Background: an optimization exercise with open tools, aiming at small area, a short achievable clock period and few clock cycles. Do not read the settings as production practice.
In this exercise RTL edits were held to simulation tests only and were not proved equivalent to the original.
Power is estimated from default activity; no workload was simulated.

## flow/design.v

```verilog
module srsynth_fmul (
    input  wire [7:0]  v,
    output reg  [31:0] y
);
    reg [6:0] r, rot;
    reg [2:0] p;
    integer k;
    always @* begin
        if (v < 8'd127)      r = v[6:0];
        else if (v < 8'd254) r = v[6:0] - 7'd127;    
        else                 r = {6'd0, v[0]};
        p = 3'd0;
        for (k = 0; k < 7; k = k + 1)
            if (r[k]) p = k[2:0];
        case (p)
            3'd6: rot = r;
            3'd5: rot = {r[5:0], r[6]};
            3'd4: rot = {r[4:0], r[6:5]};
            3'd3: rot = {r[3:0], r[6:4]};
            3'd2: rot = {r[2:0], r[6:3]};
            3'd1: rot = {r[1:0], r[6:2]};
            default: rot = {r[0], r[6:1]};
        endcase
        if (v < 8'd127)
            y = {1'b0, 8'd119 + {5'd0, p}, rot[5:0], rot, rot, rot[6:4]} + {31'd0, rot[3]};
        else if (v < 8'd254)
            y = {1'b0, 8'd126, r, r, r, r[6:5]} + {31'd0, r[4]};
        else if (v[0])
            y = 32'h3F808102;
        else
            y = 32'h3F800000;
    end
endmodule
module srsynth_fdiv #(
    parameter K = 4
) (
    input  wire        clk,
    input  wire        rst,
    input  wire        start,
    input  wire        op_div,    
    input  wire [31:0] a,
    input  wire [31:0] b,
    output wire        ready,
    output reg         yv,
    output reg  [31:0] y
);
    localparam integer NQ = ((26 + K - 1) / K) * K;    
    localparam integer CD = NQ / K;                    
    localparam integer CM = 24 / K;                    
    localparam [1:0] S_IDLE = 2'd0, S_NORM = 2'd1, S_ITER = 2'd2, S_RND = 2'd3;
    localparam [1:0] P_NONE = 2'd0, P_NAN = 2'd1, P_INF = 2'd2, P_ZERO = 2'd3;
    reg [1:0]         st;
    reg               dv;
    reg [23:0]        ma;
    reg [24:0]        rr;
    reg [NQ-1:0]      qq;
    reg signed [9:0]  ex;
    reg               sg;
    reg               stk;
    reg               fixed;
    reg [1:0]         spc;
    reg [4:0]         cnt;
    assign ready = (st == S_IDLE) || yv;
    wire [7:0]  ea = a[30:23], eb = b[30:23];
    wire [22:0] fa = a[22:0],  fb = b[22:0];
    wire a_ez = (ea == 8'h00), b_ez = (eb == 8'h00);
    wire a_em = (ea == 8'hFF), b_em = (eb == 8'hFF);
    wire a_fz = (fa == 23'd0), b_fz = (fb == 23'd0);
    wire a_nan = a_em & ~a_fz, b_nan = b_em & ~b_fz;
    wire a_inf = a_em &  a_fz, b_inf = b_em &  b_fz;
    wire a_zero = a_ez & a_fz, b_zero = b_ez & b_fz;
    wire signed [9:0] xa = {2'b00, ea[7:1], ea[0] | a_ez};
    wire signed [9:0] xb = {2'b00, eb[7:1], eb[0] | b_ez};
    reg [1:0] spc_in;
    always @* begin
        if (op_div) begin
            if (a_nan | b_nan | (a_inf & b_inf) | (a_zero & b_zero)) spc_in = P_NAN;
            else if (a_inf | b_zero)                                  spc_in = P_INF;
            else if (a_zero | b_inf)                                  spc_in = P_ZERO;
            else                                                      spc_in = P_NONE;
        end else begin
            if (a_nan | b_nan | (a_inf & b_zero) | (b_inf & a_zero))  spc_in = P_NAN;
            else if (a_inf | b_inf)                                   spc_in = P_INF;
            else if (a_zero | b_zero)                                 spc_in = P_ZERO;
            else                                                      spc_in = P_NONE;
        end
    end
    reg [24:0]   r_t;
    reg [NQ-1:0] q_t;
    reg [25:0]   opx, opy, sum;
    integer i;
    always @* begin
        r_t = rr;
        q_t = qq;
        for (i = 0; i < K; i = i + 1) begin
            if (dv) begin
                opx = {1'b0, r_t};
                opy = ~{2'b00, ma};
            end else begin
                opx = {2'b00, r_t[23:0]};
                opy = q_t[0] ? {2'b00, ma} : 26'd0;
            end
            sum = opx + opy + {25'd0, dv};
            if (dv) begin
                r_t = (sum[25] ? r_t : sum[24:0]) << 1;
                q_t = {q_t[NQ-2:0], ~sum[25]};
            end else begin
                r_t = {1'b0, sum[24:1]};
                q_t = {sum[0], q_t[NQ-1:1]};
            end
        end
    end
    wire lead = dv ? qq[NQ-1] : rr[23];
    wire ld   = fixed | lead;
    reg [23:0] mant;
    reg        g, s;
    reg signed [9:0] ee;
    reg        ru;
    always @* begin
        if (dv) begin
            if (ld) begin
                mant = qq[NQ-1 -: 24];
                g    = qq[NQ-25];
                s    = |qq[NQ-26:0];
            end else begin
                mant = qq[NQ-2 -: 24];
                g    = qq[NQ-26];
                s    = |qq[NQ-27:0];
            end
            s = s | (rr != 25'd0) | stk;
        end else begin
            if (ld) begin
                mant = rr[23:0];
                g    = qq[NQ-1];
                s    = |qq[NQ-2:0];
            end else begin
                mant = {rr[22:0], qq[NQ-1]};
                g    = qq[NQ-2];
                s    = |qq[NQ-3:0];
            end
            s = s | stk;
        end
        if (fixed)
            ee = ex;
        else if (dv)
            ee = lead ? ex : ex - 10'sd1;
        else
            ee = lead ? ex + 10'sd1 : ex;
        ru = g & (s | mant[0]);
        yv = 1'b0;
        y  = {sg, 8'd0, mant[22:0]} + {31'd0, ru};
        if (st == S_RND) begin
            case (spc)
                P_NAN:  begin yv = 1'b1; y = 32'h7FC00000; end
                P_INF:  begin yv = 1'b1; y = {sg, 8'hFF, 23'd0}; end
                P_ZERO: begin yv = 1'b1; y = {sg, 31'd0}; end
                default: begin
                    if (ee >= 10'sd255) begin
                        yv = 1'b1;
                        y  = {sg, 8'hFF, 23'd0};
                    end else if (ee >= 10'sd1) begin
                        yv = 1'b1;
                        y  = {sg, mant[23] ? ee[7:0] : 8'd0, mant[22:0]} + {31'd0, ru};
                    end else if (fixed && mant == 24'd0 && !g) begin
                        yv = 1'b1;
                        y  = {sg, 31'd0};
                    end
                end
            endcase
        end
    end
    always @(posedge clk) begin
        if (rst) begin
            st <= S_IDLE;
        end else if (start && ready) begin
            dv    <= op_div;
            sg    <= a[31] ^ b[31];
            spc   <= spc_in;
            stk   <= 1'b0;
            fixed <= 1'b0;
            cnt   <= 5'd0;
            if (op_div) begin
                ma <= {~b_ez, fb};
                rr <= {1'b0, ~a_ez, fa};
                qq <= {NQ{1'b0}};
                ex <= xa - xb + 10'sd127;
            end else begin
                ma <= {~a_ez, fa};
                rr <= 25'd0;
                qq <= {{(NQ-24){1'b0}}, ~b_ez, fb};
                ex <= xa + xb - 10'sd127;
            end
            if (spc_in != P_NONE)
                st <= S_RND;
            else if (a_ez | b_ez)
                st <= S_NORM;
            else
                st <= S_ITER;
        end else begin
            case (st)
                S_NORM: begin
                    if (!ma[23]) ma <= ma << 1;
                    if (dv) begin
                        if (!rr[23]) rr <= rr << 1;
                        ex <= ex + {9'd0, ~ma[23]} - {9'd0, ~rr[23]};
                        if (ma[23] && rr[23]) st <= S_ITER;
                    end else begin
                        if (!qq[23]) qq[23:0] <= qq[23:0] << 1;
                        ex <= ex - {9'd0, ~ma[23]} - {9'd0, ~qq[23]};
                        if (ma[23] && qq[23]) st <= S_ITER;
                    end
                end
                S_ITER: begin
                    rr  <= r_t;
                    qq  <= q_t;
                    cnt <= cnt + 5'd1;
                    if (cnt == (dv ? CD - 1 : CM - 1)) st <= S_RND;
                end
                S_RND: begin
                    if (yv) begin
                        st <= S_IDLE;
                    end else if (!fixed) begin
                        fixed <= 1'b1;
                        ex    <= ee;
                        if (!lead) begin
                            if (dv) qq <= qq << 1;
                            else    {rr[23:0], qq} <= {rr[23:0], qq} << 1;
                        end
                    end else begin
                        ex  <= ex + 10'sd1;
                        stk <= stk | qq[0];
                        if (dv) qq <= qq >> 1;
                        else    {rr[23:0], qq} <= {rr[23:0], qq} >> 1;
                    end
                end
                default: ;
            endcase
        end
    end
endmodule
module srsynth_freq_rom (
    input  wire [7:0]  note,
    output wire [31:0] freq,
    output wire [31:0] t2
);
    reg [4:0]  q;
    reg [3:0]  r;
    reg [2:0]  fd, td;
    reg [22:0] fb, tb;
    reg        te;
    always @* begin
        case (note)
            8'd0: begin q = 5'd0; r = 4'd0; fd = 3'd0; td = 3'd0; end
            8'd1: begin q = 5'd0; r = 4'd1; fd = 3'd3; td = 3'd5; end
            8'd2: begin q = 5'd0; r = 4'd2; fd = 3'd0; td = 3'd0; end
            8'd3: begin q = 5'd0; r = 4'd3; fd = 3'd0; td = 3'd0; end
            8'd4: begin q = 5'd0; r = 4'd4; fd = 3'd4; td = 3'd3; end
            8'd5: begin q = 5'd0; r = 4'd5; fd = 3'd0; td = 3'd0; end
            8'd6: begin q = 5'd0; r = 4'd6; fd = 3'd0; td = 3'd0; end
            8'd7: begin q = 5'd0; r = 4'd7; fd = 3'd4; td = 3'd3; end
            8'd8: begin q = 5'd0; r = 4'd8; fd = 3'd0; td = 3'd0; end
            8'd9: begin q = 5'd0; r = 4'd9; fd = 3'd0; td = 3'd0; end
            8'd10: begin q = 5'd0; r = 4'd10; fd = 3'd6; td = 3'd5; end
            8'd11: begin q = 5'd0; r = 4'd11; fd = 3'd0; td = 3'd0; end
            8'd12: begin q = 5'd1; r = 4'd0; fd = 3'd0; td = 3'd0; end
            8'd13: begin q = 5'd1; r = 4'd1; fd = 3'd3; td = 3'd5; end
            8'd14: begin q = 5'd1; r = 4'd2; fd = 3'd0; td = 3'd0; end
            8'd15: begin q = 5'd1; r = 4'd3; fd = 3'd0; td = 3'd0; end
            8'd16: begin q = 5'd1; r = 4'd4; fd = 3'd4; td = 3'd3; end
            8'd17: begin q = 5'd1; r = 4'd5; fd = 3'd0; td = 3'd0; end
            8'd18: begin q = 5'd1; r = 4'd6; fd = 3'd0; td = 3'd0; end
            8'd19: begin q = 5'd1; r = 4'd7; fd = 3'd4; td = 3'd3; end
            8'd20: begin q = 5'd1; r = 4'd8; fd = 3'd0; td = 3'd0; end
            8'd21: begin q = 5'd1; r = 4'd9; fd = 3'd0; td = 3'd0; end
            8'd22: begin q = 5'd1; r = 4'd10; fd = 3'd2; td = 3'd2; end
            8'd23: begin q = 5'd1; r = 4'd11; fd = 3'd4; td = 3'd4; end
            8'd24: begin q = 5'd2; r = 4'd0; fd = 3'd0; td = 3'd0; end
            8'd25: begin q = 5'd2; r = 4'd1; fd = 3'd2; td = 3'd4; end
            8'd26: begin q = 5'd2; r = 4'd2; fd = 3'd2; td = 3'd3; end
            8'd27: begin q = 5'd2; r = 4'd3; fd = 3'd0; td = 3'd0; end
            8'd28: begin q = 5'd2; r = 4'd4; fd = 3'd2; td = 3'd1; end
            8'd29: begin q = 5'd2; r = 4'd5; fd = 3'd1; td = 3'd1; end
            8'd30: begin q = 5'd2; r = 4'd6; fd = 3'd0; td = 3'd0; end
            8'd31: begin q = 5'd2; r = 4'd7; fd = 3'd1; td = 3'd1; end
            8'd32: begin q = 5'd2; r = 4'd8; fd = 3'd3; td = 3'd2; end
            8'd33: begin q = 5'd2; r = 4'd9; fd = 3'd0; td = 3'd0; end
            8'd34: begin q = 5'd2; r = 4'd10; fd = 3'd2; td = 3'd2; end
            8'd35: begin q = 5'd2; r = 4'd11; fd = 3'd4; td = 3'd4; end
            8'd36: begin q = 5'd3; r = 4'd0; fd = 3'd0; td = 3'd0; end
            8'd37: begin q = 5'd3; r = 4'd1; fd = 3'd2; td = 3'd4; end
            8'd38: begin q = 5'd3; r = 4'd2; fd = 3'd2; td = 3'd3; end
            8'd39: begin q = 5'd3; r = 4'd3; fd = 3'd0; td = 3'd0; end
            8'd40: begin q = 5'd3; r = 4'd4; fd = 3'd2; td = 3'd1; end
            8'd41: begin q = 5'd3; r = 4'd5; fd = 3'd1; td = 3'd1; end
            8'd42: begin q = 5'd3; r = 4'd6; fd = 3'd0; td = 3'd0; end
            8'd43: begin q = 5'd3; r = 4'd7; fd = 3'd1; td = 3'd1; end
            8'd44: begin q = 5'd3; r = 4'd8; fd = 3'd3; td = 3'd2; end
            8'd45: begin q = 5'd3; r = 4'd9; fd = 3'd0; td = 3'd0; end
            8'd46: begin q = 5'd3; r = 4'd10; fd = 3'd4; td = 3'd4; end
            8'd47: begin q = 5'd3; r = 4'd11; fd = 3'd2; td = 3'd2; end
            8'd48: begin q = 5'd4; r = 4'd0; fd = 3'd0; td = 3'd0; end
            8'd49: begin q = 5'd4; r = 4'd1; fd = 3'd3; td = 3'd5; end
            8'd50: begin q = 5'd4; r = 4'd2; fd = 3'd1; td = 3'd1; end
            8'd51: begin q = 5'd4; r = 4'd3; fd = 3'd0; td = 3'd0; end
            8'd52: begin q = 5'd4; r = 4'd4; fd = 3'd3; td = 3'd2; end
            8'd53: begin q = 5'd4; r = 4'd5; fd = 3'd1; td = 3'd1; end
            8'd54: begin q = 5'd4; r = 4'd6; fd = 3'd0; td = 3'd0; end
            8'd55: begin q = 5'd4; r = 4'd7; fd = 3'd3; td = 3'd3; end
            8'd56: begin q = 5'd4; r = 4'd8; fd = 3'd2; td = 3'd1; end
            8'd57: begin q = 5'd4; r = 4'd9; fd = 3'd0; td = 3'd0; end
            8'd58: begin q = 5'd4; r = 4'd10; fd = 3'd2; td = 3'd2; end
            8'd59: begin q = 5'd4; r = 4'd11; fd = 3'd2; td = 3'd2; end
            8'd60: begin q = 5'd5; r = 4'd0; fd = 3'd0; td = 3'd0; end
            8'd61: begin q = 5'd5; r = 4'd1; fd = 3'd3; td = 3'd5; end
            8'd62: begin q = 5'd5; r = 4'd2; fd = 3'd1; td = 3'd1; end
            8'd63: begin q = 5'd5; r = 4'd3; fd = 3'd0; td = 3'd0; end
            8'd64: begin q = 5'd5; r = 4'd4; fd = 3'd3; td = 3'd2; end
            8'd65: begin q = 5'd5; r = 4'd5; fd = 3'd1; td = 3'd1; end
            8'd66: begin q = 5'd5; r = 4'd6; fd = 3'd0; td = 3'd0; end
            8'd67: begin q = 5'd5; r = 4'd7; fd = 3'd2; td = 3'd2; end
            8'd68: begin q = 5'd5; r = 4'd8; fd = 3'd2; td = 3'd1; end
            8'd69: begin q = 5'd5; r = 4'd9; fd = 3'd0; td = 3'd0; end
            8'd70: begin q = 5'd5; r = 4'd10; fd = 3'd4; td = 3'd4; end
            8'd71: begin q = 5'd5; r = 4'd11; fd = 3'd2; td = 3'd2; end
            8'd72: begin q = 5'd6; r = 4'd0; fd = 3'd0; td = 3'd0; end
            8'd73: begin q = 5'd6; r = 4'd1; fd = 3'd3; td = 3'd5; end
            8'd74: begin q = 5'd6; r = 4'd2; fd = 3'd1; td = 3'd1; end
            8'd75: begin q = 5'd6; r = 4'd3; fd = 3'd0; td = 3'd0; end
            8'd76: begin q = 5'd6; r = 4'd4; fd = 3'd3; td = 3'd2; end
            8'd77: begin q = 5'd6; r = 4'd5; fd = 3'd1; td = 3'd1; end
            8'd78: begin q = 5'd6; r = 4'd6; fd = 3'd0; td = 3'd0; end
            8'd79: begin q = 5'd6; r = 4'd7; fd = 3'd2; td = 3'd2; end
            8'd80: begin q = 5'd6; r = 4'd8; fd = 3'd2; td = 3'd1; end
            8'd81: begin q = 5'd6; r = 4'd9; fd = 3'd0; td = 3'd0; end
            8'd82: begin q = 5'd6; r = 4'd10; fd = 3'd4; td = 3'd4; end
            8'd83: begin q = 5'd6; r = 4'd11; fd = 3'd2; td = 3'd2; end
            8'd84: begin q = 5'd7; r = 4'd0; fd = 3'd0; td = 3'd0; end
            8'd85: begin q = 5'd7; r = 4'd1; fd = 3'd3; td = 3'd5; end
            8'd86: begin q = 5'd7; r = 4'd2; fd = 3'd1; td = 3'd1; end
            8'd87: begin q = 5'd7; r = 4'd3; fd = 3'd0; td = 3'd0; end
            8'd88: begin q = 5'd7; r = 4'd4; fd = 3'd3; td = 3'd2; end
            8'd89: begin q = 5'd7; r = 4'd5; fd = 3'd1; td = 3'd1; end
            8'd90: begin q = 5'd7; r = 4'd6; fd = 3'd0; td = 3'd0; end
            8'd91: begin q = 5'd7; r = 4'd7; fd = 3'd3; td = 3'd3; end
            8'd92: begin q = 5'd7; r = 4'd8; fd = 3'd2; td = 3'd1; end
            8'd93: begin q = 5'd7; r = 4'd9; fd = 3'd0; td = 3'd0; end
            8'd94: begin q = 5'd7; r = 4'd10; fd = 3'd2; td = 3'd2; end
            8'd95: begin q = 5'd7; r = 4'd11; fd = 3'd4; td = 3'd4; end
            8'd96: begin q = 5'd8; r = 4'd0; fd = 3'd0; td = 3'd0; end
            8'd97: begin q = 5'd8; r = 4'd1; fd = 3'd2; td = 3'd4; end
            8'd98: begin q = 5'd8; r = 4'd2; fd = 3'd2; td = 3'd3; end
            8'd99: begin q = 5'd8; r = 4'd3; fd = 3'd0; td = 3'd0; end
            8'd100: begin q = 5'd8; r = 4'd4; fd = 3'd2; td = 3'd1; end
            8'd101: begin q = 5'd8; r = 4'd5; fd = 3'd1; td = 3'd1; end
            8'd102: begin q = 5'd8; r = 4'd6; fd = 3'd0; td = 3'd0; end
            8'd103: begin q = 5'd8; r = 4'd7; fd = 3'd1; td = 3'd1; end
            8'd104: begin q = 5'd8; r = 4'd8; fd = 3'd3; td = 3'd2; end
            8'd105: begin q = 5'd8; r = 4'd9; fd = 3'd0; td = 3'd0; end
            8'd106: begin q = 5'd8; r = 4'd10; fd = 3'd2; td = 3'd2; end
            8'd107: begin q = 5'd8; r = 4'd11; fd = 3'd4; td = 3'd4; end
            8'd108: begin q = 5'd9; r = 4'd0; fd = 3'd0; td = 3'd0; end
            8'd109: begin q = 5'd9; r = 4'd1; fd = 3'd2; td = 3'd4; end
            8'd110: begin q = 5'd9; r = 4'd2; fd = 3'd2; td = 3'd3; end
            8'd111: begin q = 5'd9; r = 4'd3; fd = 3'd0; td = 3'd0; end
            8'd112: begin q = 5'd9; r = 4'd4; fd = 3'd2; td = 3'd1; end
            8'd113: begin q = 5'd9; r = 4'd5; fd = 3'd1; td = 3'd1; end
            8'd114: begin q = 5'd9; r = 4'd6; fd = 3'd0; td = 3'd0; end
            8'd115: begin q = 5'd9; r = 4'd7; fd = 3'd1; td = 3'd1; end
            8'd116: begin q = 5'd9; r = 4'd8; fd = 3'd3; td = 3'd2; end
            8'd117: begin q = 5'd9; r = 4'd9; fd = 3'd0; td = 3'd0; end
            8'd118: begin q = 5'd9; r = 4'd10; fd = 3'd6; td = 3'd5; end
            8'd119: begin q = 5'd9; r = 4'd11; fd = 3'd0; td = 3'd0; end
            8'd120: begin q = 5'd10; r = 4'd0; fd = 3'd0; td = 3'd0; end
            8'd121: begin q = 5'd10; r = 4'd1; fd = 3'd3; td = 3'd5; end
            8'd122: begin q = 5'd10; r = 4'd2; fd = 3'd0; td = 3'd0; end
            8'd123: begin q = 5'd10; r = 4'd3; fd = 3'd0; td = 3'd0; end
            8'd124: begin q = 5'd10; r = 4'd4; fd = 3'd4; td = 3'd3; end
            8'd125: begin q = 5'd10; r = 4'd5; fd = 3'd0; td = 3'd0; end
            8'd126: begin q = 5'd10; r = 4'd6; fd = 3'd0; td = 3'd0; end
            8'd127: begin q = 5'd10; r = 4'd7; fd = 3'd4; td = 3'd3; end
            8'd128: begin q = 5'd10; r = 4'd8; fd = 3'd0; td = 3'd0; end
            8'd129: begin q = 5'd10; r = 4'd9; fd = 3'd0; td = 3'd0; end
            8'd130: begin q = 5'd10; r = 4'd10; fd = 3'd6; td = 3'd5; end
            8'd131: begin q = 5'd10; r = 4'd11; fd = 3'd0; td = 3'd0; end
            8'd132: begin q = 5'd11; r = 4'd0; fd = 3'd0; td = 3'd0; end
            8'd133: begin q = 5'd11; r = 4'd1; fd = 3'd3; td = 3'd5; end
            8'd134: begin q = 5'd11; r = 4'd2; fd = 3'd0; td = 3'd0; end
            8'd135: begin q = 5'd11; r = 4'd3; fd = 3'd0; td = 3'd0; end
            8'd136: begin q = 5'd11; r = 4'd4; fd = 3'd4; td = 3'd3; end
            8'd137: begin q = 5'd11; r = 4'd5; fd = 3'd0; td = 3'd0; end
            8'd138: begin q = 5'd11; r = 4'd6; fd = 3'd0; td = 3'd0; end
            8'd139: begin q = 5'd11; r = 4'd7; fd = 3'd4; td = 3'd3; end
            8'd140: begin q = 5'd11; r = 4'd8; fd = 3'd0; td = 3'd0; end
            8'd141: begin q = 5'd11; r = 4'd9; fd = 3'd0; td = 3'd0; end
            8'd142: begin q = 5'd11; r = 4'd10; fd = 3'd6; td = 3'd5; end
            8'd143: begin q = 5'd11; r = 4'd11; fd = 3'd0; td = 3'd0; end
            8'd144: begin q = 5'd12; r = 4'd0; fd = 3'd0; td = 3'd0; end
            8'd145: begin q = 5'd12; r = 4'd1; fd = 3'd3; td = 3'd5; end
            8'd146: begin q = 5'd12; r = 4'd2; fd = 3'd0; td = 3'd0; end
            8'd147: begin q = 5'd12; r = 4'd3; fd = 3'd0; td = 3'd0; end
            8'd148: begin q = 5'd12; r = 4'd4; fd = 3'd4; td = 3'd3; end
            8'd149: begin q = 5'd12; r = 4'd5; fd = 3'd0; td = 3'd0; end
            8'd150: begin q = 5'd12; r = 4'd6; fd = 3'd0; td = 3'd0; end
            8'd151: begin q = 5'd12; r = 4'd7; fd = 3'd4; td = 3'd3; end
            8'd152: begin q = 5'd12; r = 4'd8; fd = 3'd0; td = 3'd0; end
            8'd153: begin q = 5'd12; r = 4'd9; fd = 3'd0; td = 3'd0; end
            8'd154: begin q = 5'd12; r = 4'd10; fd = 3'd6; td = 3'd5; end
            8'd155: begin q = 5'd12; r = 4'd11; fd = 3'd0; td = 3'd0; end
            8'd156: begin q = 5'd13; r = 4'd0; fd = 3'd0; td = 3'd0; end
            8'd157: begin q = 5'd13; r = 4'd1; fd = 3'd3; td = 3'd5; end
            8'd158: begin q = 5'd13; r = 4'd2; fd = 3'd0; td = 3'd0; end
            8'd159: begin q = 5'd13; r = 4'd3; fd = 3'd0; td = 3'd0; end
            8'd160: begin q = 5'd13; r = 4'd4; fd = 3'd4; td = 3'd3; end
            8'd161: begin q = 5'd13; r = 4'd5; fd = 3'd0; td = 3'd0; end
            8'd162: begin q = 5'd13; r = 4'd6; fd = 3'd0; td = 3'd0; end
            8'd163: begin q = 5'd13; r = 4'd7; fd = 3'd4; td = 3'd3; end
            8'd164: begin q = 5'd13; r = 4'd8; fd = 3'd0; td = 3'd0; end
            8'd165: begin q = 5'd13; r = 4'd9; fd = 3'd0; td = 3'd0; end
            8'd166: begin q = 5'd13; r = 4'd10; fd = 3'd0; td = 3'd0; end
            8'd167: begin q = 5'd13; r = 4'd11; fd = 3'd5; td = 3'd4; end
            8'd168: begin q = 5'd14; r = 4'd0; fd = 3'd0; td = 3'd0; end
            8'd169: begin q = 5'd14; r = 4'd1; fd = 3'd0; td = 3'd0; end
            8'd170: begin q = 5'd14; r = 4'd2; fd = 3'd3; td = 3'd4; end
            8'd171: begin q = 5'd14; r = 4'd3; fd = 3'd0; td = 3'd0; end
            8'd172: begin q = 5'd14; r = 4'd4; fd = 3'd0; td = 3'd0; end
            8'd173: begin q = 5'd14; r = 4'd5; fd = 3'd3; td = 3'd2; end
            8'd174: begin q = 5'd14; r = 4'd6; fd = 3'd0; td = 3'd0; end
            8'd175: begin q = 5'd14; r = 4'd7; fd = 3'd0; td = 3'd0; end
            8'd176: begin q = 5'd14; r = 4'd8; fd = 3'd6; td = 3'd5; end
            8'd177: begin q = 5'd14; r = 4'd9; fd = 3'd0; td = 3'd0; end
            8'd178: begin q = 5'd14; r = 4'd10; fd = 3'd0; td = 3'd0; end
            8'd179: begin q = 5'd14; r = 4'd11; fd = 3'd5; td = 3'd4; end
            8'd180: begin q = 5'd15; r = 4'd0; fd = 3'd0; td = 3'd0; end
            8'd181: begin q = 5'd15; r = 4'd1; fd = 3'd0; td = 3'd0; end
            8'd182: begin q = 5'd15; r = 4'd2; fd = 3'd3; td = 3'd4; end
            8'd183: begin q = 5'd15; r = 4'd3; fd = 3'd0; td = 3'd0; end
            8'd184: begin q = 5'd15; r = 4'd4; fd = 3'd0; td = 3'd0; end
            8'd185: begin q = 5'd15; r = 4'd5; fd = 3'd3; td = 3'd2; end
            8'd186: begin q = 5'd15; r = 4'd6; fd = 3'd0; td = 3'd0; end
            8'd187: begin q = 5'd15; r = 4'd7; fd = 3'd0; td = 3'd0; end
            8'd188: begin q = 5'd15; r = 4'd8; fd = 3'd6; td = 3'd5; end
            8'd189: begin q = 5'd15; r = 4'd9; fd = 3'd0; td = 3'd0; end
            8'd190: begin q = 5'd15; r = 4'd10; fd = 3'd0; td = 3'd0; end
            8'd191: begin q = 5'd15; r = 4'd11; fd = 3'd5; td = 3'd4; end
            8'd192: begin q = 5'd16; r = 4'd0; fd = 3'd0; td = 3'd0; end
            8'd193: begin q = 5'd16; r = 4'd1; fd = 3'd0; td = 3'd0; end
            8'd194: begin q = 5'd16; r = 4'd2; fd = 3'd3; td = 3'd4; end
            8'd195: begin q = 5'd16; r = 4'd3; fd = 3'd0; td = 3'd0; end
            8'd196: begin q = 5'd16; r = 4'd4; fd = 3'd0; td = 3'd0; end
            8'd197: begin q = 5'd16; r = 4'd5; fd = 3'd3; td = 3'd2; end
            8'd198: begin q = 5'd16; r = 4'd6; fd = 3'd0; td = 3'd0; end
            8'd199: begin q = 5'd16; r = 4'd7; fd = 3'd0; td = 3'd0; end
            8'd200: begin q = 5'd16; r = 4'd8; fd = 3'd6; td = 3'd5; end
            8'd201: begin q = 5'd16; r = 4'd9; fd = 3'd0; td = 3'd0; end
            8'd202: begin q = 5'd16; r = 4'd10; fd = 3'd0; td = 3'd0; end
            8'd203: begin q = 5'd16; r = 4'd11; fd = 3'd5; td = 3'd4; end
            8'd204: begin q = 5'd17; r = 4'd0; fd = 3'd0; td = 3'd0; end
            8'd205: begin q = 5'd17; r = 4'd1; fd = 3'd0; td = 3'd0; end
            8'd206: begin q = 5'd17; r = 4'd2; fd = 3'd3; td = 3'd4; end
            8'd207: begin q = 5'd17; r = 4'd3; fd = 3'd0; td = 3'd0; end
            8'd208: begin q = 5'd17; r = 4'd4; fd = 3'd0; td = 3'd0; end
            8'd209: begin q = 5'd17; r = 4'd5; fd = 3'd3; td = 3'd2; end
            8'd210: begin q = 5'd17; r = 4'd6; fd = 3'd0; td = 3'd0; end
            8'd211: begin q = 5'd17; r = 4'd7; fd = 3'd0; td = 3'd0; end
            8'd212: begin q = 5'd17; r = 4'd8; fd = 3'd6; td = 3'd5; end
            8'd213: begin q = 5'd17; r = 4'd9; fd = 3'd0; td = 3'd0; end
            8'd214: begin q = 5'd17; r = 4'd10; fd = 3'd0; td = 3'd0; end
            8'd215: begin q = 5'd17; r = 4'd11; fd = 3'd5; td = 3'd4; end
            8'd216: begin q = 5'd18; r = 4'd0; fd = 3'd0; td = 3'd0; end
            8'd217: begin q = 5'd18; r = 4'd1; fd = 3'd0; td = 3'd0; end
            8'd218: begin q = 5'd18; r = 4'd2; fd = 3'd3; td = 3'd4; end
            8'd219: begin q = 5'd18; r = 4'd3; fd = 3'd0; td = 3'd0; end
            8'd220: begin q = 5'd18; r = 4'd4; fd = 3'd0; td = 3'd0; end
            8'd221: begin q = 5'd18; r = 4'd5; fd = 3'd3; td = 3'd2; end
            8'd222: begin q = 5'd18; r = 4'd6; fd = 3'd0; td = 3'd0; end
            8'd223: begin q = 5'd18; r = 4'd7; fd = 3'd0; td = 3'd0; end
            8'd224: begin q = 5'd18; r = 4'd8; fd = 3'd6; td = 3'd5; end
            8'd225: begin q = 5'd18; r = 4'd9; fd = 3'd0; td = 3'd0; end
            8'd226: begin q = 5'd18; r = 4'd10; fd = 3'd0; td = 3'd0; end
            8'd227: begin q = 5'd18; r = 4'd11; fd = 3'd5; td = 3'd4; end
            8'd228: begin q = 5'd19; r = 4'd0; fd = 3'd0; td = 3'd0; end
            8'd229: begin q = 5'd19; r = 4'd1; fd = 3'd0; td = 3'd0; end
            8'd230: begin q = 5'd19; r = 4'd2; fd = 3'd3; td = 3'd4; end
            8'd231: begin q = 5'd19; r = 4'd3; fd = 3'd0; td = 3'd0; end
            8'd232: begin q = 5'd19; r = 4'd4; fd = 3'd0; td = 3'd0; end
            8'd233: begin q = 5'd19; r = 4'd5; fd = 3'd3; td = 3'd2; end
            8'd234: begin q = 5'd19; r = 4'd6; fd = 3'd0; td = 3'd0; end
            8'd235: begin q = 5'd19; r = 4'd7; fd = 3'd0; td = 3'd0; end
            8'd236: begin q = 5'd19; r = 4'd8; fd = 3'd6; td = 3'd5; end
            8'd237: begin q = 5'd19; r = 4'd9; fd = 3'd0; td = 3'd0; end
            8'd238: begin q = 5'd19; r = 4'd10; fd = 3'd0; td = 3'd0; end
            8'd239: begin q = 5'd19; r = 4'd11; fd = 3'd5; td = 3'd4; end
            8'd240: begin q = 5'd20; r = 4'd0; fd = 3'd0; td = 3'd0; end
            8'd241: begin q = 5'd20; r = 4'd1; fd = 3'd0; td = 3'd0; end
            8'd242: begin q = 5'd20; r = 4'd2; fd = 3'd3; td = 3'd4; end
            8'd243: begin q = 5'd20; r = 4'd3; fd = 3'd0; td = 3'd0; end
            8'd244: begin q = 5'd20; r = 4'd4; fd = 3'd0; td = 3'd0; end
            8'd245: begin q = 5'd20; r = 4'd5; fd = 3'd3; td = 3'd2; end
            8'd246: begin q = 5'd20; r = 4'd6; fd = 3'd0; td = 3'd0; end
            8'd247: begin q = 5'd20; r = 4'd7; fd = 3'd0; td = 3'd0; end
            8'd248: begin q = 5'd20; r = 4'd8; fd = 3'd6; td = 3'd5; end
            8'd249: begin q = 5'd20; r = 4'd9; fd = 3'd0; td = 3'd0; end
            8'd250: begin q = 5'd20; r = 4'd10; fd = 3'd0; td = 3'd0; end
            8'd251: begin q = 5'd20; r = 4'd11; fd = 3'd5; td = 3'd4; end
            8'd252: begin q = 5'd21; r = 4'd0; fd = 3'd0; td = 3'd0; end
            8'd253: begin q = 5'd21; r = 4'd1; fd = 3'd0; td = 3'd0; end
            8'd254: begin q = 5'd21; r = 4'd2; fd = 3'd3; td = 3'd4; end
            8'd255: begin q = 5'd21; r = 4'd3; fd = 3'd0; td = 3'd0; end
            default: begin q = 5'd0; r = 4'd0; fd = 3'd0; td = 3'd0; end
        endcase
        case (r)
            4'd0: begin fb = 23'h02D012; tb = 23'h4D7AF0; te = 1'b0; end
            4'd1: begin fb = 23'h0A975E; tb = 23'h59B2DC; te = 1'b0; end
            4'd2: begin fb = 23'h12D516; tb = 23'h66A4CD; te = 1'b0; end
            4'd3: begin fb = 23'h1B9041; tb = 23'h745BCB; te = 1'b0; end
            4'd4: begin fb = 23'h24D051; tb = 23'h0171C5; te = 1'b1; end
            4'd5: begin fb = 23'h2E9D36; tb = 23'h092440; te = 1'b1; end
            4'd6: begin fb = 23'h38FF49; tb = 23'h114BE6; te = 1'b1; end
            4'd7: begin fb = 23'h43FF68; tb = 23'h19EFAC; te = 1'b1; end
            4'd8: begin fb = 23'h4FA6FE; tb = 23'h2316FA; te = 1'b1; end
            4'd9: begin fb = 23'h5C0000; tb = 23'h2CC9A0; te = 1'b1; end
            4'd10: begin fb = 23'h6914F3; tb = 23'h370FE2; te = 1'b1; end
            4'd11: begin fb = 23'h76F10E; tb = 23'h41F28F; te = 1'b1; end
            default: begin fb = 23'h000000; tb = 23'h000000; te = 1'b0; end
        endcase
    end
    assign freq = {1'b0, 8'd130 + {3'd0, q}, fb + {20'd0, fd}};
    assign t2   = {1'b0, 8'd132 + {3'd0, q} + {7'd0, te}, tb + {20'd0, td}};
endmodule
module srsynth_voice (
    input  wire        clk,
    input  wire        rst,
    input  wire        cmd_valid,
    output wire        cmd_ready,
    input  wire [1:0]  cmd_op,
    input  wire [31:0] cmd_a,
    input  wire [31:0] cmd_b,
    input  wire        cmd_env,
    output reg         done,
    output reg  [31:0] sample_rate,
    output reg  [31:0] attack_s,
    output reg  [31:0] release_s,
    output reg         env_en,
    output reg  [7:0]  active,
    output reg  [31:0] freq,
    output reg  [31:0] peak,
    output reg  [31:0] inc,
    output reg  [31:0] slope
);
    localparam [31:0] F_ZERO    = 32'h00000000;
    localparam [31:0] F_ONE     = 32'h3F800000;
    localparam [31:0] F_M_ONE   = 32'hBF800000;
    localparam [31:0] F_10MS    = 32'h3C23D70A;
    localparam [2:0] S_IDLE = 3'd0,
                     S_ON   = 3'd1,    
                     S_INC  = 3'd2,    
                     S_MUL  = 3'd3,    
                     S_SDIV = 3'd4;    
    reg [2:0]  state;
    reg [7:0]  vel_r;
    reg        neg;         
    reg [31:0] slp_o;       
    reg        sk;          
    reg        sv;          
    reg        ov;          
    assign cmd_ready = (state == S_IDLE);
    wire [3:0] nib = cmd_a[23:20];
    wire [7:0] d1  = cmd_a[15:8];
    wire [7:0] d2  = cmd_a[7:0];
    wire is_off = (nib == 4'h8) || (nib == 4'h9 && d2 == 8'd0);
    wire is_on  = (nib == 4'h9) && (d2 != 8'd0);
    wire [31:0] rom_freq, rom_t2, pk;
    srsynth_freq_rom u_rom (.note(active), .freq(rom_freq), .t2(rom_t2));
    srsynth_fmul u_pk (.v(vel_r), .y(pk));
    reg         u_start, u_div;
    reg  [31:0] u_a, u_b;
    wire        u_ready, u_yv;
    wire [31:0] u_y;
    srsynth_fdiv u_fpu (
        .clk(clk), .rst(rst), .start(u_start), .op_div(u_div), .a(u_a), .b(u_b),
        .ready(u_ready), .yv(u_yv), .y(u_y)
    );
    wire acc = cmd_valid && cmd_ready;
    wire off_go  = acc && cmd_op == 2'd2 && !is_on && is_off && d1 == active;
    wire rel_hit = (sv && sk) || (ov && !sk);
    wire atk_hit = (sv && !sk) || (ov && sk);
    always @* begin
        u_start = 1'b0;
        u_div   = 1'b1;
        u_a     = rom_t2;
        u_b     = sample_rate;
        case (state)
            S_IDLE: begin
                if (off_go && !rel_hit) begin
                    u_start = 1'b1;
                    u_div   = 1'b0;
                    u_a     = sample_rate;
                    u_b     = release_s;
                end
            end
            S_ON: u_start = 1'b1;
            S_INC: begin
                if (u_yv && !atk_hit) begin
                    u_start = 1'b1;
                    u_div   = 1'b0;
                    u_a     = sample_rate;
                    u_b     = attack_s;
                end
            end
            S_MUL: begin
                u_start = u_yv;
                u_a     = neg ? F_M_ONE : F_ONE;
                u_b     = u_y;
            end
            default: ;
        endcase
    end
    always @(posedge clk) begin
        if (rst) begin
            state       <= S_IDLE;
            done        <= 1'b0;
            sample_rate <= F_ZERO;
            attack_s    <= F_10MS;
            release_s   <= F_10MS;
            env_en      <= 1'b1;
            active      <= 8'd0;
            freq        <= F_ZERO;
            peak        <= F_ZERO;
            inc         <= F_ZERO;
            slope       <= F_ZERO;
            vel_r       <= 8'd0;
            neg         <= 1'b0;
            sk          <= 1'b0;
            sv          <= 1'b0;
            ov          <= 1'b0;
        end else begin
            done <= 1'b0;
            case (state)
                S_IDLE: begin
                    if (cmd_valid) begin
                        case (cmd_op)
                            2'd0: begin
                                sample_rate <= cmd_a;
                                active      <= 8'd0;
                                freq        <= F_ZERO;
                                peak        <= F_ZERO;
                                inc         <= F_ZERO;
                                slope       <= F_ZERO;
                                sv          <= 1'b0;
                                ov          <= 1'b0;
                                done        <= 1'b1;
                            end
                            2'd1: begin
                                env_en    <= cmd_env;
                                attack_s  <= cmd_a;
                                release_s <= cmd_b;
                                sv        <= 1'b0;
                                ov        <= 1'b0;
                                done      <= 1'b1;
                            end
                            2'd2: begin
                                if (is_on) begin
                                    active <= d1;
                                    vel_r  <= d2;
                                    state  <= S_ON;
                                end else if (is_off && d1 == active) begin
                                    active <= 8'd0;
                                    if (rel_hit) begin
                                        if (!(sv && sk)) begin
                                            slope <= slp_o;
                                            slp_o <= slope;
                                            sk    <= 1'b1;
                                            sv    <= 1'b1;
                                            ov    <= sv;
                                        end
                                        done <= 1'b1;
                                    end else begin
                                        neg   <= 1'b1;
                                        state <= S_MUL;
                                    end
                                end else begin
                                    done <= 1'b1;
                                end
                            end
                            default: done <= 1'b1;
                        endcase
                    end
                end
                S_ON: state <= S_INC;
                S_INC: begin
                    if (u_yv) begin
                        inc  <= u_y;
                        freq <= rom_freq;
                        peak <= pk;
                        if (atk_hit) begin
                            if (!(sv && !sk)) begin
                                slope <= slp_o;
                                slp_o <= slope;
                                sk    <= 1'b0;
                                sv    <= 1'b1;
                                ov    <= sv;
                            end
                            done  <= 1'b1;
                            state <= S_IDLE;
                        end else begin
                            neg   <= 1'b0;
                            state <= S_MUL;
                        end
                    end
                end
                S_MUL: if (u_yv) state <= S_SDIV;
                S_SDIV: begin
                    if (u_yv) begin
                        slope <= u_y;
                        if (sk != neg) begin
                            slp_o <= slope;
                            ov    <= sv;
                        end
                        sk    <= neg;
                        sv    <= 1'b1;
                        done  <= 1'b1;
                        state <= S_IDLE;
                    end
                end
                default: state <= S_IDLE;
            endcase
        end
    end
endmodule
```

## flow/run.sh

```bash
#!/bin/bash
# synth_recipe.tcl (not shown) runs the flow's synth.tcl, then flattens the netlist and writes it again
# the make line also repeats each setting of config.mk as NAME=value (left out here)
make -C /OpenROAD-flow-scripts/flow DESIGN_CONFIG=/design/flow/config.mk WORK_HOME=/design/flow/orfs CLKGATE_MAP_FILE= SYNTH_SCRIPT=/design/flow/synth_recipe.tcl finish
```

## flow/config.mk

```make
export PLATFORM = sky130hd
export DESIGN_NAME = srsynth_voice
export DESIGN_NICKNAME = srsynth_voice
export VERILOG_FILES = /design/flow/design.v
export SDC_FILE = /design/flow/constraint.sdc
export NUM_CORES = 4
export LEC_CHECK = 0
export CAP_MARGIN = 40
export CORE_MARGIN = 2
export CORE_UTILIZATION = 35
export SLEW_MARGIN = 20
export SYNTH_MEMORY_MAX_BITS = 8192
```

## flow/constraint.sdc

```tcl
create_clock -name core_clock -period 22.0 [get_ports {clk}]
set_input_delay 4.4000 -clock core_clock [delete_from_list [all_inputs] [get_ports {clk}]]
set_output_delay 4.4000 -clock core_clock [all_outputs]
set_load 0.01 [all_outputs]
```

==> results.cfg <==
[detailed_routing]
drc = 0
routedWlPerCell_um = 25.4
antenna_left = 0
vias = 37382
firstDrtPassIters = 9
vias_per_cell = 6.18
dr.first_iter.drc_count = 4788
wirelength_um = 154000

[yosys]
seq_area_frac_synth = 0.263
syn_inst = 4596
avgSynthCellArea_sq_um = 7.59
synth_area_sq_um = 34900
async_reset_ff_frac = 0
synth_edf_count = 130
synth_cell_type_count = 114
ys_warn_count = 4
yosys_most_used_dff = dfxtp_1
ys_seq_elements = 393

[clocking]
cts.sinks = 393
postCtsHoldBufs = 0
htree_num_levels = 2
cts.clk_slew.worst_paths_ns = 0.06
cts.path.max_buffers = 3
root_buffer = clkbuf_16
post_cts_buffers = 0
cts_tree = built
insertion_delay_ns = 0.62
cts_buffers = 43
cts_resized = 0

[global_route]
grt_max_degree = 89
grt_use_total = 0.287
first_global_vias = 34528
antenna_found_initial = 0
grt_pass1_wl_um = 227000
gr-total-overflow = 0

[min_path]
hold_class = reg -> reg

[setup_path]
slowest_delay_ns = 0.65
slowest_stage = a221oi_1
crit_path_start_kind = flip-flop
r2r_slack_ns = 6.13
crit_required_ns = 22.44
critPathMostFrequentCell = a21oi_1
crit_buf_inv = 6
worstPathArrival_ns = 16.31
path_max_fanout = 39
crit_family = compound AO/OA/AOI/OAI gates
end_kind = flip-flop
path_class = reg -> reg

[timing]
post-route-period-util = 0.721
maxSlewHeadroom = 0.322
fin_ws_ns = 6.13
finalCriticalPeriod_ns = 15.87
worstMarginPinSlew_ns = 1.02
final-setup-viol-count = 0
fmax_mhz = 63.0
setup_tns_ns = 0
rsz0062_at_grt = false
hold_violations = 0
fin_worst_hold_slack_ns = 0.454
drv_slew = 0
skew_ns = 0.0332

[cells_and_area]
final_common_cell = nand2_1
syn_to_final_growth_pct = 16.4
num-fill-cells = 10123
fin_area_sq_um = 40600
multi_input_area_sq_um = 24000
regArea_sq_um = 9170
drive_gt1_frac = 0.0669
stdcell_count = 6053
nNetsFinal = 5010
final_cell_mix = nand2_1, nor2_1, a21oi_1, clkdlybuf4s50_1, o21ai_0

[power]
leakage_uw = 0.0157
max-vdd-ir-drop_mv = 0.157
power_density_nw_per_um2 = 107

[run]
drv_cap = 0

[floorplan]
die_w_um = 320
core_sq_um = 98600
start_util = 0.354
row_count = 115
pin_count = 305
dieArea_sq_um = 102000
die-height_um = 320

[placed_design]
portBuffers = 301
gp_congestion = 1.03
dp.cells = 5968
dp_hpwl_um = 117000
dp_slack_ns = 6.32
place_area_sq_um = 39100

[outcome]
status = finished clean
[stage by stage]
step | util | power [uW]
final | 0.412 | 4340
after global routing | 0.412 | 4610
after CTS | 0.411 | 4280
after detailed placement | 0.397 | 3520
after global placement | 0.396 | 3510
after floorplan | - | 2830
[cell usage after synthesis (37+ instances only)]
cell	number	area, sq um
a211oi_1	88	661
a21o_1	158	1190
a21oi_1	442	2210
a221oi_1	50	438
a22oi_1	128	961
a31oi_1	41	257
clkbuf_1	267	1000
dfxtp_1	263	5270
edfxtp_1	130	3900
ha_1	197	2460
inv_1	133	499
mux2_2	47	529
mux2i_1	88	881
nand2_1	525	1970
nand3_1	119	596
nand3b_1	37	278
nor2_1	526	1970
nor2b_1	38	238
nor3_1	73	365
o21a_1	37	278
o21ai_0	278	1390
o22ai_1	54	338
xnor2_1	129	1130
xor2_1	69	604
[worst paths after layout]
check	startpoint	end	cells past startpoint
max	u_fpu.dv$_DFFE_PP_	u_fpu.rr[24]$_SDFFCE_PP0P_	57
min	peak[25]$_SDFFE_PP0P_	peak[25]$_SDFFE_PP0P_	2
max reg2reg	u_fpu.dv$_DFFE_PP_	u_fpu.rr[24]$_SDFFCE_PP0P_	57
min reg2reg	peak[25]$_SDFFE_PP0P_	peak[25]$_SDFFE_PP0P_	2
[logic make-up after synthesis]
logic type      synth area share
fa+ha+maj                 0.0770
compound gates             0.306
buf+inv                   0.0524
xor+xnor                  0.0497
simple gates               0.210
mux                       0.0415
other cells             0.000108
flops                      0.263
[tightest hold or removal path, stage by stage, from the launching register on]
cell	delay, ns
dfxtp_1	0.31
nand2_1	0.05
a21oi_1	0.05
[where the power goes]
group          internal [uW]  leakage (uW)  total [uW]  switching [uW]
clock network            415      0.000697         743             329
logic                   1060        0.0117        2710            1640
registers                808       0.00332         889            81.0
total                   2290        0.0157        4340            2050
[sequential cells by signal, indices dropped and copies added (netlist names), 8 cells and up]
name	cells
attack_s	32
inc	32
release_s	32
sample_rate	32
slope	32
slp_o	32
peak	31
freq	30
u_fpu.qq	28
u_fpu.rr	25
u_fpu.ma	24
u_fpu.ex	10
active	8
vel_r	8
[cell type report]
cell class,instances,share of cell area
tap,1287,0.0397
inverter,139,0.0129
antenna,1,0.0000616
clock buffer,54,0.0298
clock inverter,24,0.00475
sequential,393,0.226
multi-input combinational,3745,0.592
timing repair buffer,410,0.0955
[layer usage]
layer  global-route usage  up-vias  part of all wire
li1                     -    17252                 -
met1                0.390    17858              0.42
met2                0.446     1963              0.44
met3               0.0419      309             0.087
met4                0.135        0             0.054
met5                    0        -                 0
Testbench counts, summed over its fixed seeds: cycles 24,541.

==> re-timing with driven ports <==
No port has a modelled driver above. Below, the same layout with a new extraction and two added sets of constraints.
Step 1 assumes that a clkbuf_16 drives the clock port and a buf_2 every other input.
Step 2 times the ports against the registers' clock, not the clock port: input delays grow and output delays shrink by t, the midpoint of the rising clock arrivals with the driver on.
Three values: ideal, step 1, step 2; two values: the first two.
t (ns): 0.676
setup slack, ns: 6.133 / 6.133 / 6.133
worst setup path at the end: register to register
worst register clock-pin slew, ns: 0.07 / 0.07
After both steps setup and hold are still met in this run. For this run, drivers alone change the setup slack by 0.000 ns; drivers and shift together by 0.000 ns.
